Background: an optimization exercise with open tools, aiming at small area, a short achievable clock period and few clock cycles per item. Do not read the settings as production practice.
Only simulation tests tie the RTL to the original design; equivalence was not proved.

before:
Design eaglesong_hash, start of the top module:
module eaglesong_hash #(
    parameter integer NR = 43
) (
    input  wire         clk,
    input  wire         rst,
    input  wire         in_valid,
    output wire         in_ready,
    input  wire [31:0]  in_data,
    input  wire [2:0]   in_nbytes,
    input  wire         in_last,
    output wire         out_valid,
    input  wire         out_ready,
    output wire [255:0] out_digest
);
==> flow/config.mk <==
export PLATFORM = sky130hd
export DESIGN_NAME = eaglesong_hash
export DESIGN_NICKNAME = eaglesong_hash
export VERILOG_FILES = /design/flow/design.v
export SDC_FILE = /design/flow/constraint.sdc
export NUM_CORES = 4
export LEC_CHECK = 0
export ABC_AREA = 1
export CAP_MARGIN = 40
export CORE_MARGIN = 2
export CORE_UTILIZATION = 25
export PLACE_DENSITY = 0.45
export SLEW_MARGIN = 30
export SYNTH_MEMORY_MAX_BITS = 65536
==> flow/constraint.sdc <==
create_clock -name core_clock -period 12.5 [get_ports {clk}]
set_input_delay 2.5000 -clock core_clock [delete_from_list [all_inputs] [get_ports {clk}]]
set_output_delay 2.5000 -clock core_clock [all_outputs]
set_load 0.01 [all_outputs]
standard.sh (not shown) runs the stock make flow with config.mk's settings and CLKGATE_MAP_FILE= SYNTH_SCRIPT=/design/flow/synth_recipe.tcl, a recipe that flattens the netlist after the stock synthesis.
==> flow/flow/run.sh <==
#!/bin/bash
# The standard layout, with timing repair aiming 7.0 ns below the clock period
# (the repair's target only; the clock and constraints are unchanged).
set -o pipefail
bash standard.sh SETUP_SLACK_MARGIN=7.0 finish > standard_flow.log 2>&1
In the summary table, before is marked failed, with error GRT-0116 raised in 5_1_grt.
Testbench counts of before, summed over its fixed seeds: cycles 46,317, bytes 31,107.
The inputs of after differ from those of before as listed below.
==> flow/flow/run.sh <==
#!/bin/bash
# The standard layout, with timing repair aiming 6.5 ns below the clock period
# (the repair's target only; the clock and constraints are unchanged).
set -o pipefail
bash standard.sh SETUP_SLACK_MARGIN=6.5 finish > standard_flow.log 2>&1
## What came out
Flow for after halted at 5_1_grt, error code GRT-0116. after -> before: die height delta 0, exact match. Comparing after against before, there is no change at all in area share of xor/xnor cells in the synthesized design. Diff before -> after | post-CTS setup buffer count | down by more than half. Re fraction of the yosys area taken by sequential cells: no difference whatsoever between after and before. before and after ended up with roughly the same number of clock sinks. Comparing after and before, count of instances resized after the clock tree is built is higher on before.

---

== run A ==
eaglesong_hash, a different RTL version from the one above (not shown whole).
Size: ~17000 cells after synthesis, roughly 780 flip-flops, ~120000 um2 of cells after synthesis.
==> flow/config.mk <==
export PLATFORM = sky130hd
export DESIGN_NAME = eaglesong_hash
export DESIGN_NICKNAME = eaglesong_hash
export VERILOG_FILES = /design/flow/design.v
export SDC_FILE = /design/flow/constraint.sdc
export NUM_CORES = 4
export LEC_CHECK = 0
export ABC_AREA = 1
export CAP_MARGIN = 40
export CORE_MARGIN = 2
export CORE_UTILIZATION = 40
export PLACE_DENSITY = 0.6
export SLEW_MARGIN = 30
export SYNTH_MEMORY_MAX_BITS = 65536
==> flow/constraint.sdc <==
create_clock -name core_clock -period 12.5 [get_ports {clk}]
set_input_delay 2.5000 -clock core_clock [delete_from_list [all_inputs] [get_ports {clk}]]
set_output_delay 2.5000 -clock core_clock [all_outputs]
set_load 0.01 [all_outputs]
run.sh (not shown) runs the stock make flow with config.mk's settings and CLKGATE_MAP_FILE= SYNTH_SCRIPT=/design/flow/synth_recipe.tcl, a recipe that flattens the netlist after the stock synthesis.
Stock flow here: none of the scripts above is used.
Status: run A FAILED at global routing (5_1_grt) (tool error)
Testbench counts of run A, summed over its fixed seeds: cycles 47,196, bytes 31,107.
--- input diff run A..run B ---
==> flow/flow/run.sh (new file) <==
#!/bin/bash
# The standard layout, with timing repair aiming 6.5 ns below the clock period
# (the repair's target only; the clock and constraints are unchanged).
set -o pipefail
bash standard.sh SETUP_SLACK_MARGIN=6.5 finish > standard_flow.log 2>&1
==> flow/standard.sh (new file) <==
#!/bin/bash
# synth_recipe.tcl (not shown) runs the flow's synth.tcl, then flattens the netlist and writes it again
# the make line also repeats each setting of config.mk as NAME=value (left out here)
make -C /OpenROAD-flow-scripts/flow DESIGN_CONFIG=/design/flow/config.mk WORK_HOME=/design/flow/orfs CLKGATE_MAP_FILE= SYNTH_SCRIPT=/design/flow/synth_recipe.tcl "${@:-finish}"
removed: flow/run.sh
### Flow results
- FAIL run B @ global routing (5_1_grt): tool exited with error
- Run B ended up with a higher number of setup buffers added after CTS than run A did.
- Compared with run A, run B shows a higher count of instances resized after the clock tree is built.
- There was hardly any difference in post-synthesis instance area between run B and run A.
- The routability-driven placement congestion ratio reported for run B is greater than that of run A by 1.1%.
- Maximum root-to-sink buffer count: run A vs run B, no meaningful difference
- [compare] base=run A new=run B: area fraction in compound gates after synthesis essentially unchanged; placed instance count flat.
- Total half-perimeter wirelength after legalization and detailed placement delta (run B − run A): favourable
- CTS buffer count delta for run B relative to run A: 3 lower
